What follows belongs to an exercise in optimizing a design on an open flow for small area, a short achievable clock period and few clock cycles per item; a production flow would make more cautious choices. At most, simulation tests tie the RTL to the original design; equivalence was not proved. No activity file was given, so power comes from the tool's default toggle rates.

==> inputs of 11-04 <==
## ntsc_csc
module ntsc_csc (
    input  wire        clk,
    input  wire        rst,
    input  wire        in_valid,
    output wire        in_ready,
    input  wire [1:0]  in_op,
    input  wire [31:0] in_data,
    output wire        out_valid,
    input  wire        out_ready,
    output wire [31:0] out_data,
    output wire        out_err
);
    localparam OP_DECODE = 2'd0;
    localparam OP_ENCODE = 2'd1;
    localparam OP_PACK   = 2'd2;
    localparam OP_UNPACK = 2'd3;
    reg         qa_v, qb_v;
    reg  [23:0] qa_d, qb_d;
    reg         qa_e, qb_e;
    wire        adv = !qb_v;
    reg         v0;
    reg  [1:0]  op0;
    reg  [23:0] d0;
    reg         e0;
    reg         v1;
    reg  [1:0]  op1;
    reg  [23:0] d1;
    reg         e1;
    reg  [2:0]  step1;
    reg  [5:0]  idx1;
    reg         first1, last1;
    reg         sel1;        
    wire        done1 = !v1 | last1;
    wire        take0 = adv & done1;
    assign in_ready = adv & (!v0 | done1);
    always @(posedge clk) begin
        if (rst) begin
            v0 <= 1'b0;
        end else if (in_ready) begin
            v0 <= in_valid;
        end
    end
    always @(posedge clk) begin
        if (in_ready) begin
            op0 <= in_op;
            d0  <= in_data[23:0];
  ...
export LEC_CHECK = 0
export CAP_MARGIN = 20
export CORE_MARGIN = 2
export CORE_UTILIZATION = 40
export SLEW_MARGIN = 20
create_clock -name core_clock -period 10.5 [get_ports {clk}]
standard.sh (not shown) runs the stock make flow with config.mk's settings and CLKGATE_MAP_FILE= SYNTH_SCRIPT=/design/flow/synth_recipe.tcl, a recipe that flattens the netlist after the stock synthesis.
==> flow/flow/run.sh <==
#!/bin/bash
set -euo pipefail
bash standard.sh SETUP_SLACK_MARGIN=6 finish > standard_flow.log 2>&1
==> 10-16: changes against 11-04 <==
--- a/flow/design.v
+++ b/flow/design.v
@@ -1783,14 +1783,14 @@
 );
     localparam OP_DECODE = 2'd0;
     localparam OP_ENCODE = 2'd1;
     localparam OP_PACK   = 2'd2;
     localparam OP_UNPACK = 2'd3;
-    reg         qa_v, qb_v;
-    reg  [23:0] qa_d, qb_d;
-    reg         qa_e, qb_e;
-    wire        adv = !qb_v;
+    reg         ov;
+    reg  [23:0] od;
+    reg         oe;
+    wire        adv = !ov | out_ready;
     reg         v0;
     reg  [1:0]  op0;
     reg  [23:0] d0;
     reg         e0;
     reg         v1;
@@ -1885,28 +1885,27 @@
     wire [33:0] l1b = csa(row3, row4, row5);
     wire [33:0] l1c = csa(row6, row7, row8);
     wire [33:0] l2a = csa(l1a[16:0], l1a[33:17], l1b[16:0]);
     wire [33:0] l2b = csa(l1b[33:17], l1c[16:0], l1c[33:17]);
     wire [33:0] l3a = csa(l2a[16:0], l2a[33:17], l2b[16:0]);
-    wire [33:0] l4a = csa(l3a[16:0], l3a[33:17], l2b[33:17]);
     wire [15:0] packed565;
     wire [23:0] unpacked;
     ntsc_pack   u_pack   (.c(d1), .w(packed565));
     ntsc_unpack u_unpack (.w(d1[15:0]), .c(unpacked));
     reg  [23:0] r1;
     always @(*) begin
         case (op1)
             OP_DECODE: r1 = e1 ? 24'd0 : prgb;
-            OP_ENCODE: r1 = {1'b0, idx1, l4a[16:0]};
+            OP_ENCODE: r1 = {1'b0, idx1, l3a[16:0]};
             OP_PACK:   r1 = {8'd0, packed565};
             default:   r1 = unpacked;
         endcase
     end
     reg         v2;
     reg         enc2, first2, last2, err2;
     reg  [23:0] d2;
-    reg  [16:1] c2;
+    reg  [16:1] c2, e2;
     reg  [14:0] k2;
     always @(posedge clk) begin
         if (rst) begin
             v2 <= 1'b0;
         end else if (adv) begin
@@ -1918,47 +1917,39 @@
             enc2   <= (op1 == OP_ENCODE);
             first2 <= first1;
             last2  <= last1;
             err2   <= e1 & (op1 == OP_DECODE);
             d2     <= r1;
-            c2     <= l4a[33:18];
+            c2     <= l3a[33:18];
+            e2     <= l2b[33:18];
             k2     <= pk;
         end
     end
     reg  [16:0] best;
-    reg  [5:0]  bidx;
-    wire [16:0] score2 = d2[16:0] + {c2, 1'b0} + {2'b00, k2};
-    wire [17:0] diff2  = {1'b0, d2[16:0]} + {1'b0, c2, 1'b0} + {3'b000, k2} + {1'b1, ~best};
+    wire [16:0] score2 = d2[16:0] + {c2, 1'b0} + {e2, 1'b0} + {2'b00, k2};
+    wire [17:0] diff2  = {1'b0, d2[16:0]} + {1'b0, c2, 1'b0} + {1'b0, e2, 1'b0} + {3'b000, k2} + {1'b1, ~best};
     wire        better = first2 | !diff2[17];
     always @(posedge clk) begin
-        if (adv & v2 & enc2 & better) begin
-            best <= score2;
-            bidx <= d2[22:17];
-        end
-    end
-    wire        push   = adv & v2 & (!enc2 | last2);
-    wire [23:0] push_d = enc2 ? {18'd0, better ? d2[22:17] : bidx} : d2;
-    wire        push_e = !enc2 & err2;
-    wire        pop    = qa_v & out_ready;
-    always @(posedge clk) begin
         if (rst) begin
-            qa_v <= 1'b0;
-            qb_v <= 1'b0;
-        end else begin
-            qa_v <= qb_v | push | (qa_v & !out_ready);
-            qb_v <= qa_v & !out_ready & (qb_v | push);
+            ov <= 1'b0;
+        end else if (adv) begin
+            ov <= v2 & (!enc2 | last2);
         end
     end
     always @(posedge clk) begin
-        if (!qa_v | out_ready) begin
-            qa_d <= qb_v ? qb_d : push_d;
-            qa_e <= qb_v ? qb_e : push_e;
-        end
-        if (!qb_v) begin
-            qb_d <= push_d;
-            qb_e <= push_e;
+        if (adv & v2) begin
+            if (enc2) begin
+                oe <= 1'b0;
+                if (better) begin
+                    best <= score2;
+                    od   <= {18'd0, d2[22:17]};
+                end
+            end else begin
+                oe <= err2;
+                od <= d2;
+            end
         end
     end
-    assign out_valid = qa_v;
-    assign out_data  = {8'd0, qa_d};
-    assign out_err   = qa_e;
+    assign out_valid = ov;
+    assign out_data  = {8'd0, od};
+    assign out_err   = oe;
 endmodule
==> flow/flow/run.sh (replaced) <==
#!/bin/bash
set -euo pipefail
bash standard.sh SETUP_SLACK_MARGIN=6.0 finish > standard_flow.log 2>&1
==> 10-23: changes against 11-04 <==
--- a/flow/design.v
+++ b/flow/design.v
@@ -1783,14 +1783,14 @@
 );
     localparam OP_DECODE = 2'd0;
     localparam OP_ENCODE = 2'd1;
     localparam OP_PACK   = 2'd2;
     localparam OP_UNPACK = 2'd3;
-    reg         qa_v, qb_v;
-    reg  [23:0] qa_d, qb_d;
-    reg         qa_e, qb_e;
-    wire        adv = !qb_v;
+    reg         ov;
+    reg  [23:0] od;
+    reg         oe;
+    wire        adv = !ov | out_ready;
     reg         v0;
     reg  [1:0]  op0;
     reg  [23:0] d0;
     reg         e0;
     reg         v1;
@@ -1885,28 +1885,27 @@
     wire [33:0] l1b = csa(row3, row4, row5);
     wire [33:0] l1c = csa(row6, row7, row8);
     wire [33:0] l2a = csa(l1a[16:0], l1a[33:17], l1b[16:0]);
     wire [33:0] l2b = csa(l1b[33:17], l1c[16:0], l1c[33:17]);
     wire [33:0] l3a = csa(l2a[16:0], l2a[33:17], l2b[16:0]);
-    wire [33:0] l4a = csa(l3a[16:0], l3a[33:17], l2b[33:17]);
     wire [15:0] packed565;
     wire [23:0] unpacked;
     ntsc_pack   u_pack   (.c(d1), .w(packed565));
     ntsc_unpack u_unpack (.w(d1[15:0]), .c(unpacked));
     reg  [23:0] r1;
     always @(*) begin
         case (op1)
             OP_DECODE: r1 = e1 ? 24'd0 : prgb;
-            OP_ENCODE: r1 = {1'b0, idx1, l4a[16:0]};
+            OP_ENCODE: r1 = {1'b0, idx1, l3a[16:0]};
             OP_PACK:   r1 = {8'd0, packed565};
             default:   r1 = unpacked;
         endcase
     end
     reg         v2;
     reg         enc2, first2, last2, err2;
     reg  [23:0] d2;
-    reg  [16:1] c2;
+    reg  [16:1] c2, e2;
     reg  [14:0] k2;
     always @(posedge clk) begin
         if (rst) begin
             v2 <= 1'b0;
         end else if (adv) begin
@@ -1918,47 +1917,39 @@
             enc2   <= (op1 == OP_ENCODE);
             first2 <= first1;
             last2  <= last1;
             err2   <= e1 & (op1 == OP_DECODE);
             d2     <= r1;
-            c2     <= l4a[33:18];
+            c2     <= l3a[33:18];
+            e2     <= l2b[33:18];
             k2     <= pk;
         end
     end
     reg  [16:0] best;
-    reg  [5:0]  bidx;
-    wire [16:0] score2 = d2[16:0] + {c2, 1'b0} + {2'b00, k2};
-    wire [17:0] diff2  = {1'b0, d2[16:0]} + {1'b0, c2, 1'b0} + {3'b000, k2} + {1'b1, ~best};
+    wire [16:0] score2 = d2[16:0] + {c2, 1'b0} + {e2, 1'b0} + {2'b00, k2};
+    wire [17:0] diff2  = {1'b0, d2[16:0]} + {1'b0, c2, 1'b0} + {1'b0, e2, 1'b0} + {3'b000, k2} + {1'b1, ~best};
     wire        better = first2 | !diff2[17];
     always @(posedge clk) begin
-        if (adv & v2 & enc2 & better) begin
-            best <= score2;
-            bidx <= d2[22:17];
-        end
-    end
-    wire        push   = adv & v2 & (!enc2 | last2);
-    wire [23:0] push_d = enc2 ? {18'd0, better ? d2[22:17] : bidx} : d2;
-    wire        push_e = !enc2 & err2;
-    wire        pop    = qa_v & out_ready;
-    always @(posedge clk) begin
         if (rst) begin
-            qa_v <= 1'b0;
-            qb_v <= 1'b0;
-        end else begin
-            qa_v <= qb_v | push | (qa_v & !out_ready);
-            qb_v <= qa_v & !out_ready & (qb_v | push);
+            ov <= 1'b0;
+        end else if (adv) begin
+            ov <= v2 & (!enc2 | last2);
         end
     end
     always @(posedge clk) begin
-        if (!qa_v | out_ready) begin
-            qa_d <= qb_v ? qb_d : push_d;
-            qa_e <= qb_v ? qb_e : push_e;
-        end
-        if (!qb_v) begin
-            qb_d <= push_d;
-            qb_e <= push_e;
+        if (adv & v2) begin
+            if (enc2) begin
+                oe <= 1'b0;
+                if (better) begin
+                    best <= score2;
+                    od   <= {18'd0, d2[22:17]};
+                end
+            end else begin
+                oe <= err2;
+                od <= d2;
+            end
         end
     end
-    assign out_valid = qa_v;
-    assign out_data  = {8'd0, qa_d};
-    assign out_err   = qa_e;
+    assign out_valid = ov;
+    assign out_data  = {8'd0, od};
+    assign out_err   = oe;
 endmodule
==> flow/run.sh (new file) <==
#!/bin/bash
# synth_recipe.tcl (not shown) runs the flow's synth.tcl, then flattens the netlist and writes it again
# the make line also repeats each setting of config.mk as NAME=value (left out here)
make -C /OpenROAD-flow-scripts/flow DESIGN_CONFIG=/design/flow/config.mk WORK_HOME=/design/flow/orfs CLKGATE_MAP_FILE= SYNTH_SCRIPT=/design/flow/synth_recipe.tcl finish
SETUP_SLACK_MARGIN = 5   (was unset)
removed: flow/flow/run.sh
removed: flow/standard.sh
==> summary.txt <==
Clock power, highest first: 10-16, 11-04, 10-23. The highest sequential share of layout area belongs to 10-23, the lowest to 10-16. Between 10-23 and 11-04, the lower combinational power is in 11-04 (gap 12%, measured against 11-04). Worst hold slack: 11-04 > 10-16 > 10-23. Of 10-16 and 11-04, 11-04 has the higher sequential cell count (gap 22). The lowest clock skew belongs to 11-04, the highest to 10-23. Of 11-04 and 10-23, 11-04 has the higher synthesized cell count (gap 3.3%, measured against 10-23). Setup slack: 10-16 > 11-04 > 10-23. In 11-04 the synthesized area is larger than in 10-16, by about 6%. Utilization: 10-16 > 11-04 > 10-23.
==> figures <==
item	11-04	10-23	10-16
CTS clock-pin slew for the worst setup and hold paths	100 ps	80 ps	100 ps
Critical path capture point type	flip-flop	output pin	output pin
Slack of the critical path	5350 ps	5065 ps	5735 ps
Worst voltage drop across the vdd grid	0.1578 mV	0.3542 mV	0.3324 mV
Inverters	197	200	200
Area taken by multi-input logic gates	18270 µm²	16490 µm²	17610 µm²
Netlist area before placement	24780 µm²	23440 µm²	23440 µm²
Met2 layer usage reported by global route	0.5459	0.4884	0.5163
Met3 usage	0.1089	0.09259	0.1410
Required time of the worst setup path	10720 ps	8400 ps	8400 ps
Die X	252.9 µm	246.1 µm	246.1 µm
Layout cell share with drive strength beyond 1	0.1961	0.08519	0.2056
Result of the run	finished clean	finished clean	finished clean
Startpoint class of the critical path	flip-flop	input port	input port
Pin count of the biggest net entering global routing	86	95	75
Critical-path cell with the highest stage delay	sky130_fd_sc_hd__fa_1	sky130_fd_sc_hd__clkdlybuf4s50_1	sky130_fd_sc_hd__buf_12
Compound-cell area share of the yosys netlist	0.3096	0.3042	0.3042
Clock tree skew after final layout	20.34 ps	29.79 ps	28.20 ps
Met2 Routed Length	51.34 mm	43.66 mm	47.28 mm
Worst Reg-to-Reg Cells	22	11	16
Filler Cells Inserted	5948	5841	5486
Testbench counts of 10-16, summed over its fixed seeds: cycles 2,981, items 2,048.
Testbench counts of 10-23, summed over its fixed seeds: cycles 2,981, items 2,048.
For 11-04, only the layout was checked, not whether the RTL still works.

what the ideal ports hide:
No port has a modelled driver above. Below, the same layouts with a new extraction and two added sets of constraints. Step 1: set_driving_cell puts a clkbuf_16 on clk and a buf_2 on each other input, an assumption about the parent block. Step 2 adds t to the input delays and takes it off the output delays; t is the mean of the earliest and latest rising clock arrival at the registers after step 1. Input paths then give back, and output paths get back, about the clock's delay inside the block. Slacks: ideal / step 1 / step 2; pairs: ideal / step 1.
run | shift t [ns] | setup WS [ns] | worst data-port slew with drivers (ns)
11-04 | 0.544 | 5.350 / 5.350 / 5.350 | 0.06
10-16 | 0.551 | 5.735 / 5.701 / 5.701 | 0.05
10-23 | 0.536 | 5.065 / 5.042 / 5.042 | 0.06
After both steps setup and hold are still met in every run listed. For 10-16, which loses most, drivers alone change the setup slack by -0.034 ns; drivers and shift together by -0.034 ns.
